Background: an optimization exercise with open tools, aiming at small area, a short achievable clock period and few clock cycles per item. Do not read the settings as production practice.
Where RTL was checked, it was by simulation tests only, not by an equivalence proof against the original.
No activity file was given, so power comes from the tool's default toggle rates.

// blackhole_core
module blackhole_core (
    input  wire        clk,
    input  wire        rst,
    input  wire        cmd_valid,
    input  wire [31:0] cmd_word,
    output wire        cmd_ready,
    output wire        busy,
    input  wire [2:0]  sr_sel,
    output reg  [31:0] sr_data,
    output wire        map_req,
    output wire [1:0]  map_space,
    output wire [31:0] map_size,
    input  wire        map_ok,
    input  wire        map_fail,
    output wire        rd_req,
    output wire [1:0]  rd_space,
    output wire [31:0] rd_addr,
    input  wire        rd_ack,
    input  wire [7:0]  rd_data,
    output wire        wr_req,
    output wire [1:0]  wr_sink,
    output wire [3:0]  wr_len,
    output wire [63:0] wr_data,
    input  wire        wr_ack,
    input  wire [3:0]  wr_accepted,
    input  wire        wr_fail
);
For scale: ~430 flip-flops.
export LEC_CHECK = 0
export CAP_MARGIN = 20
export CORE_MARGIN = 2
export CORE_UTILIZATION = 40
export CTS_BUF_LIST = sky130_fd_sc_hd__clkbuf_16
export CTS_CLUSTER_DIAMETER = 60
export CTS_CLUSTER_SIZE = 25
export PLACE_DENSITY = 0.6
export SETUP_SLACK_MARGIN = 3.5
export SLEW_MARGIN = 20
export SYNTH_HIERARCHICAL = 1
create_clock -name core_clock -period 8.0 [get_ports {clk}]
standard.sh (not shown) runs the stock make flow with config.mk's settings and CLKGATE_MAP_FILE= SYNTH_SCRIPT=/design/flow/synth_recipe.tcl, a recipe that flattens the netlist after the stock synthesis.
==> flow/flow/run.sh <==
#!/bin/bash
# The standard layout, with the port buffers made of buf_2 cells (the
# standard flow's buffer_ports picks clkdlybuf4s50_1, which is larger and
# slower); repair may still resize them.
set -euo pipefail
export BUFFER_PORTS_ARGS="-buffer_cell sky130_fd_sc_hd__buf_2"
bash standard.sh > standard.log 2>&1
Testbench counts at the start, summed over its fixed seeds: cycles 20,438, bytes 5,372.
Change:
--- a/flow/design.v
+++ b/flow/design.v
@@ -77,63 +77,71 @@
     reg [7:0]  buf_t [0:6];
     reg [7:0]  buf_m [0:6];
     reg [7:0]  obuf  [0:6];
     reg [7:0]  slot7;         
     reg [7:0]  obyte;         
     reg        lofold;        
     reg        mdef;          
     reg [2:0]  wsel;
     reg [3:0]  wlen;
     reg        f_lt0, f_lt1, f_exit, lastf;
     reg        lenok, vshort, vempty, vexit, seq, in_vhm;
     wire [3:0] w_op = cmd_word[31:28];
-    wire       w_reset;
+    wire       w_reset, ready_int, w_reset_unused;
     wire idle = (st == S_IDLE);
     assign busy = !idle;
     wire rdy_asm   = idle && (asm_cnt != 2'd0);
     wire rdy_start = idle && (phase == PH_START);
     wire rdy_df    = idle && ((phase == PH_DONE) || (phase == PH_FAILED));
     blackhole_cmd_ready u_rdy (
         .w(cmd_word), .rdy_asm(rdy_asm), .rdy_start(rdy_start), .rdy_df(rdy_df),
-        .ready(cmd_ready), .w_reset(w_reset));
-    wire take  = cmd_valid && cmd_ready;
+        .ready(cmd_ready), .w_reset(w_reset_unused));
+    blackhole_cmd_ready u_rdy_int (
+        .w(cmd_word), .rdy_asm(rdy_asm), .rdy_start(rdy_start), .rdy_df(rdy_df),
+        .ready(ready_int), .w_reset(w_reset));
+    wire take  = cmd_valid && ready_int;
     wire take0 = take && (asm_cnt == 2'd0);
     wire takex = take && (asm_cnt != 2'd0);
     wire take_rst = cmd_valid && !rdy_asm && (rdy_start || rdy_df) && w_reset;
     assign map_req   = (st[4:3] == 2'b01);
     assign rd_req    = (st[4:3] == 2'b10);
     assign wr_req    = (st[4:3] == 2'b11);
     wire   sp_obs    = (st == S_VM1) || (st == S_VHO) || (st == S_VRO);
     wire   sp_map    = (st == S_VM2) || (st == S_VHM) || (st == S_VRM);
     assign map_space = {sp_map, sp_obs};
     assign rd_space  = {sp_map, sp_obs};
     assign map_size  = xaddr;
     assign rd_addr   = xaddr;
     assign wr_sink   = wsel[1:0];
     assign wr_len    = wlen;
     wire [55:0] pg_t = {buf_t[6], buf_t[5], buf_t[4], buf_t[3], buf_t[2], buf_t[1], buf_t[0]};
     wire [55:0] pg_m = {buf_m[6], buf_m[5], buf_m[4], buf_m[3], buf_m[2], buf_m[1], buf_m[0]};
     wire [55:0] pg_p = {obuf[6], obuf[5], obuf[4], obuf[3], obuf[2], obuf[1], obuf[0]};
     wire [55:0] pg   = wsel[1] ? pg_p : wsel[0] ? pg_m : pg_t;
     assign wr_data[63:56] = slot7;
     assign wr_data[55:32] = pg[55:32];
     assign wr_data[31:0]  = wsel[2] ? (wsel[0] ? crcref : len) : pg[31:0];
     wire wr_ok  = !wr_fail && (wr_accepted == wlen);
     wire wr_good = wr_ack && wr_ok;
     wire wr_bad  = wr_ack && !wr_ok;
-    wire [31:0] sr_mux;
-    blackhole_status u_sr (
-        .sel(sr_sel), .s0({22'd0, dir, half_m, half_t, resv, err, phase}),
-        .s1(res), .s2(len), .s3(crcref), .s4(count), .q(sr_mux));
-    always @* sr_data = sr_mux;
+    always @* begin
+        case (sr_sel)
+            3'd0:    sr_data = {22'd0, dir, half_m, half_t, resv, err, phase};
+            3'd1:    sr_data = res;
+            3'd2:    sr_data = len;
+            3'd3:    sr_data = crcref;
+            3'd4:    sr_data = count;
+            default: sr_data = 32'd0;
+        endcase
+    end
     wire       em_rev = (st == S_VRM) && rd_ack;
     wire       em     = em_rev || (st == S_BRC);
     wire [7:0] m_src  = em_rev ? rd_data : xaddr[7:0];
     wire [7:0] e_hi_b = {obyte[7:4], m_src[7:4]};
     wire [7:0] e_lo_b = {obyte[3:0], m_src[3:0]};
     wire       em_hi  = em && f_lt0;
     wire       em_lo  = em && f_lt1;
     wire       em_full = em_lo && (ofill[2:1] == 2'd3);
     wire [2:0] ofill_em = f_lt1 ? {ofill[2:1] + 2'd1, 1'b0} : {ofill[2:1], 1'b1};
     wire       t_ev_o = (st == S_ORD2) && rd_ack;
     wire       blk_pk = take0 && (w_op == OP_PUSH || w_op == OP_PFIN);
     wire       t_ev   = t_ev_o || (blk_pk && !cmd_word[8]);
@@ -493,32 +501,12 @@
     wire z_x   = (w[7:0] == 8'd0);
     wire op_any = (op == 4'd2) || (op == 4'd9);
     wire op_y0  = (op == 4'd1) || (op == 4'd6);
     wire op_all = (op == 4'd5) || (op == 4'd7) || (op == 4'd8) || (op == 4'd10) ||
                   (op == 4'd11) || (op == 4'd12) || (op == 4'd13);
     wire legal = z_hi && (op_any || (op_y0 && z_y) ||
                           ((op == 4'd3) && z_y71 && z_xh) ||
                           ((op == 4'd4) && z_y71 && z_x) ||
                           (op_all && z_y && z_x));
     assign w_reset = z_hi && (op == 4'd13) && z_y && z_x;
     assign ready = rdy_asm || (rdy_start && legal) || (rdy_df && w_reset);
 endmodule
-module blackhole_status (
-    input  wire [2:0]  sel,
-    input  wire [31:0] s0,
-    input  wire [31:0] s1,
-    input  wire [31:0] s2,
-    input  wire [31:0] s3,
-    input  wire [31:0] s4,
-    output reg  [31:0] q
-);
-    always @* begin
-        case (sel)
-            3'd0:    q = s0;
-            3'd1:    q = s1;
-            3'd2:    q = s2;
-            3'd3:    q = s3;
-            3'd4:    q = s4;
-            default: q = 32'd0;
-        endcase
-    end
-endmodule
Effect:
- The changed run produced a clean layout
- wire length climbs by about 3.6%
- total power drops by 8.0%
- combinational power drops by about 13%
- clock-buffer cell count drops by 1
- final cell count drops by about 1.8%
Function not checked in the second run of this note: the RTL went through the layout flow alone.

* * *

Another version of the RTL of blackhole_core (not shown whole).
For scale: ~430 flip-flops, roughly 230 I/O pins, ~28000 µm² of cells after synthesis.
==> flow/config.mk <==
export PLATFORM = sky130hd
export DESIGN_NAME = blackhole_core
export DESIGN_NICKNAME = blackhole_core
export VERILOG_FILES = /design/flow/design.v
export SDC_FILE = /design/flow/constraint.sdc
export NUM_CORES = 4
export LEC_CHECK = 0
export CAP_MARGIN = 20
export CORE_MARGIN = 2
export CORE_UTILIZATION = 40
export CTS_BUF_LIST = sky130_fd_sc_hd__clkbuf_16
export CTS_CLUSTER_DIAMETER = 60
export CTS_CLUSTER_SIZE = 25
export PLACE_DENSITY = 0.6
export SETUP_SLACK_MARGIN = 3.5
export SLEW_MARGIN = 20
export SYNTH_HIERARCHICAL = 1
==> flow/constraint.sdc <==
create_clock -name core_clock -period 8.0 [get_ports {clk}]
set_input_delay 1.6000 -clock core_clock [delete_from_list [all_inputs] [get_ports {clk}]]
set_output_delay 1.6000 -clock core_clock [all_outputs]
set_load 0.01 [all_outputs]
Scripts as last shown in full above: flow/flow/run.sh
Next try:
--- a/flow/design.v
+++ b/flow/design.v
@@ -83,25 +83,22 @@
     reg        mdef;          
     reg [2:0]  wsel;
     reg [3:0]  wlen;
     reg        f_lt0, f_lt1, f_exit, lastf;
     reg        lenok, vshort, vempty, vexit, seq, in_vhm;
     wire [3:0] w_op = cmd_word[31:28];
-    wire       w_reset, ready_int, w_reset_unused;
+    wire       w_reset;
     wire idle = (st == S_IDLE);
     assign busy = !idle;
     wire rdy_asm   = idle && (asm_cnt != 2'd0);
     wire rdy_start = idle && (phase == PH_START);
     wire rdy_df    = idle && ((phase == PH_DONE) || (phase == PH_FAILED));
     blackhole_cmd_ready u_rdy (
         .w(cmd_word), .rdy_asm(rdy_asm), .rdy_start(rdy_start), .rdy_df(rdy_df),
-        .ready(cmd_ready), .w_reset(w_reset_unused));
-    blackhole_cmd_ready u_rdy_int (
-        .w(cmd_word), .rdy_asm(rdy_asm), .rdy_start(rdy_start), .rdy_df(rdy_df),
-        .ready(ready_int), .w_reset(w_reset));
-    wire take  = cmd_valid && ready_int;
+        .ready(cmd_ready), .w_reset(w_reset));
+    wire take  = cmd_valid && cmd_ready;
     wire take0 = take && (asm_cnt == 2'd0);
     wire takex = take && (asm_cnt != 2'd0);
     wire take_rst = cmd_valid && !rdy_asm && (rdy_start || rdy_df) && w_reset;
     assign map_req   = (st[4:3] == 2'b01);
     assign rd_req    = (st[4:3] == 2'b10);
     assign wr_req    = (st[4:3] == 2'b11);
@@ -120,17 +117,22 @@
     assign wr_data[63:56] = slot7;
     assign wr_data[55:32] = pg[55:32];
     assign wr_data[31:0]  = wsel[2] ? (wsel[0] ? crcref : len) : pg[31:0];
     wire wr_ok  = !wr_fail && (wr_accepted == wlen);
     wire wr_good = wr_ack && wr_ok;
     wire wr_bad  = wr_ack && !wr_ok;
-    wire [31:0] sr_mux;
-    blackhole_status u_sr (
-        .sel(sr_sel), .s0({22'd0, dir, half_m, half_t, resv, err, phase}),
-        .s1(res), .s2(len), .s3(crcref), .s4(count), .q(sr_mux));
-    always @* sr_data = sr_mux;
+    always @* begin
+        case (sr_sel)
+            3'd0:    sr_data = {22'd0, dir, half_m, half_t, resv, err, phase};
+            3'd1:    sr_data = res;
+            3'd2:    sr_data = len;
+            3'd3:    sr_data = crcref;
+            3'd4:    sr_data = count;
+            default: sr_data = 32'd0;
+        endcase
+    end
     wire       em_rev = (st == S_VRM) && rd_ack;
     wire       em     = em_rev || (st == S_BRC);
     wire [7:0] m_src  = em_rev ? rd_data : xaddr[7:0];
     wire [7:0] e_hi_b = {obyte[7:4], m_src[7:4]};
     wire [7:0] e_lo_b = {obyte[3:0], m_src[3:0]};
     wire       em_hi  = em && f_lt0;
@@ -502,26 +504,6 @@
                           ((op == 4'd3) && z_y71 && z_xh) ||
                           ((op == 4'd4) && z_y71 && z_x) ||
                           (op_all && z_y && z_x));
     assign w_reset = z_hi && (op == 4'd13) && z_y && z_x;
     assign ready = rdy_asm || (rdy_start && legal) || (rdy_df && w_reset);
 endmodule
-module blackhole_status (
-    input  wire [2:0]  sel,
-    input  wire [31:0] s0,
-    input  wire [31:0] s1,
-    input  wire [31:0] s2,
-    input  wire [31:0] s3,
-    input  wire [31:0] s4,
-    output reg  [31:0] q
-);
-    always @* begin
-        case (sel)
-            3'd0:    q = s0;
-            3'd1:    q = s1;
-            3'd2:    q = s2;
-            3'd3:    q = s3;
-            3'd4:    q = s4;
-            default: q = 32'd0;
-        endcase
-    end
-endmodule
Outcome: The new run produced a clean layout; total power shrinks by 7.5%; area after synthesis shrinks by about 2.4%; setup slack gets better by 0.083 ns; register-to-register slack gets better by 0.05 ns; non-clock buffer count shrinks by 13; die area shrinks by 2.3%; utilization shrinks by 0.35 points; maximum frequency grows by 1.8%; first-iteration DRC count grows by 1.9%; global-route usage grows by 1.3 points; routed wire length grows by 0.50%.
Testbench counts after the change, summed over its fixed seeds: cycles 20,438, bytes 5,372.
For the first run of this note, only the layout was checked, not whether the RTL still works.

* * *

blackhole_core with an RTL version that a note above also has.
For scale: roughly 3100 cells after synthesis, roughly 230 I/O pins, about 28000 um^2 of cells after synthesis.
export LEC_CHECK = 0
export CAP_MARGIN = 20
export CORE_MARGIN = 2
export CORE_UTILIZATION = 40
export CTS_BUF_LIST = sky130_fd_sc_hd__clkbuf_4 sky130_fd_sc_hd__clkbuf_8
export PLACE_DENSITY = 0.6
export SETUP_SLACK_MARGIN = 3.5
export SLEW_MARGIN = 20
export SYNTH_HIERARCHICAL = 1
create_clock -name core_clock -period 8.0 [get_ports {clk}]
==> flow/flow/run.sh <==
#!/bin/bash
# The standard layout, with the port buffers made of buf_1 cells (the
# standard flow's buffer_ports picks clkdlybuf4s50_1, which is larger and
# slower); repair may still resize them.
set -euo pipefail
export BUFFER_PORTS_ARGS="-buffer_cell sky130_fd_sc_hd__buf_1"
bash standard.sh > standard.log 2>&1
Testbench counts at the start, summed over its fixed seeds: cycles 20,438, bytes 5,372.
Rerun with:
--- a/flow/design.v
+++ b/flow/design.v
@@ -80,30 +80,29 @@
     reg [7:0]  slot7;         
     reg [7:0]  obyte;         
     reg        lofold;        
     reg        mdef;          
     reg [2:0]  wsel;
     reg [3:0]  wlen;
     reg        f_lt0, f_lt1, f_exit, lastf;
     reg        lenok, vshort, vempty, vexit, seq, in_vhm;
     wire [3:0] w_op = cmd_word[31:28];
-    wire       w_reset;
+    wire       w_reset, w_legal;
     wire idle = (st == S_IDLE);
     assign busy = !idle;
     wire rdy_asm   = idle && (asm_cnt != 2'd0);
     wire rdy_start = idle && (phase == PH_START);
     wire rdy_df    = idle && ((phase == PH_DONE) || (phase == PH_FAILED));
     blackhole_cmd_ready u_rdy (
         .w(cmd_word), .rdy_asm(rdy_asm), .rdy_start(rdy_start), .rdy_df(rdy_df),
-        .ready(cmd_ready), .w_reset(w_reset));
-    wire take  = cmd_valid && cmd_ready;
-    wire take0 = take && (asm_cnt == 2'd0);
-    wire takex = take && (asm_cnt != 2'd0);
+        .ready(cmd_ready), .w_reset(w_reset), .w_legal(w_legal));
+    wire take0 = cmd_valid && !rdy_asm && ((rdy_start && w_legal) || (rdy_df && w_reset));
+    wire takex = cmd_valid && rdy_asm;
     wire take_rst = cmd_valid && !rdy_asm && (rdy_start || rdy_df) && w_reset;
     assign map_req   = (st[4:3] == 2'b01);
     assign rd_req    = (st[4:3] == 2'b10);
     assign wr_req    = (st[4:3] == 2'b11);
     wire   sp_obs    = (st == S_VM1) || (st == S_VHO) || (st == S_VRO);
     wire   sp_map    = (st == S_VM2) || (st == S_VHM) || (st == S_VRM);
     assign map_space = {sp_map, sp_obs};
     assign rd_space  = {sp_map, sp_obs};
     assign map_size  = xaddr;
@@ -477,36 +476,38 @@
         end
     end
 endmodule
 module blackhole_cmd_ready (
     input  wire [31:0] w,
     input  wire        rdy_asm,
     input  wire        rdy_start,
     input  wire        rdy_df,
     output wire        ready,
-    output wire        w_reset
+    output wire        w_reset,
+    output wire        w_legal
 );
     wire [3:0] op = w[31:28];
     wire z_hi  = (w[27:16] == 12'd0);
     wire z_y   = (w[15:8] == 8'd0);
     wire z_y71 = (w[15:9] == 7'd0);
     wire z_xh  = (w[7:4] == 4'd0);
     wire z_x   = (w[7:0] == 8'd0);
     wire op_any = (op == 4'd2) || (op == 4'd9);
     wire op_y0  = (op == 4'd1) || (op == 4'd6);
     wire op_all = (op == 4'd5) || (op == 4'd7) || (op == 4'd8) || (op == 4'd10) ||
                   (op == 4'd11) || (op == 4'd12) || (op == 4'd13);
     wire legal = z_hi && (op_any || (op_y0 && z_y) ||
                           ((op == 4'd3) && z_y71 && z_xh) ||
                           ((op == 4'd4) && z_y71 && z_x) ||
                           (op_all && z_y && z_x));
     assign w_reset = z_hi && (op == 4'd13) && z_y && z_x;
     assign ready = rdy_asm || (rdy_start && legal) || (rdy_df && w_reset);
+    assign w_legal = legal;
 endmodule
 module blackhole_status (
     input  wire [2:0]  sel,
     input  wire [31:0] s0,
     input  wire [31:0] s1,
     input  wire [31:0] s2,
     input  wire [31:0] s3,
     input  wire [31:0] s4,
     output reg  [31:0] q
What happened: Critical path depth does not change. Clock skew went down by 11 ps. Cell area went up by 0.36%. Power went up by about 1.6%. Area after synthesis went up by about 0.75%. Combinational power went up by about 3%.
Only the layout flow was run in the second run of this note; the RTL was not checked for function there.

## port drivers added, routing unchanged
How much do the figures lean on ideal ports? The routed layouts below were timed once more, with nothing changed but the port constraints. Step 1 assumes that a clkbuf_16 drives the clock port and a buf_2 every other input. Step 2 also shifts input and output timing later by t, the mid clock arrival at the registers, as if the neighbouring blocks saw the same clock. Three values: no drivers, after step 1, after step 2; two values: the first two.
run | t (ns) | setup slack, ns | worst setup path after step 2 | slew at the worst register clock pin (ns) | worst data-port slew with drivers (ns)
the first run of note 1 | 0.655 | 3.334 / 3.287 / 2.985 | input to register | 0.09 / 0.09 | 0.13
the second run of note 1 | 0.655 | 3.361 / 3.313 / 2.883 | input to register | 0.09 / 0.09 | 0.06
the first run of note 2 | 0.642 | 3.273 / 3.193 / 2.932 | input to register | 0.10 / 0.10 | 0.12
the second run of note 2 | 0.656 | 3.356 / 3.318 / 2.909 | input to register | 0.09 / 0.09 | 0.06
the first run of note 3 | 0.734 | 3.241 / 3.176 / 2.870 | input to register | 0.07 / 0.07 | 0.12
the second run of note 3 | 0.746 | 3.016 / 2.995 / 2.756 | input to register | 0.08 / 0.08 | 0.13
After both steps setup and hold are still met in every run listed. The setup slack of the second run of note 1, which loses most, moves by -0.048 ns with the drivers and by -0.478 ns with both steps.
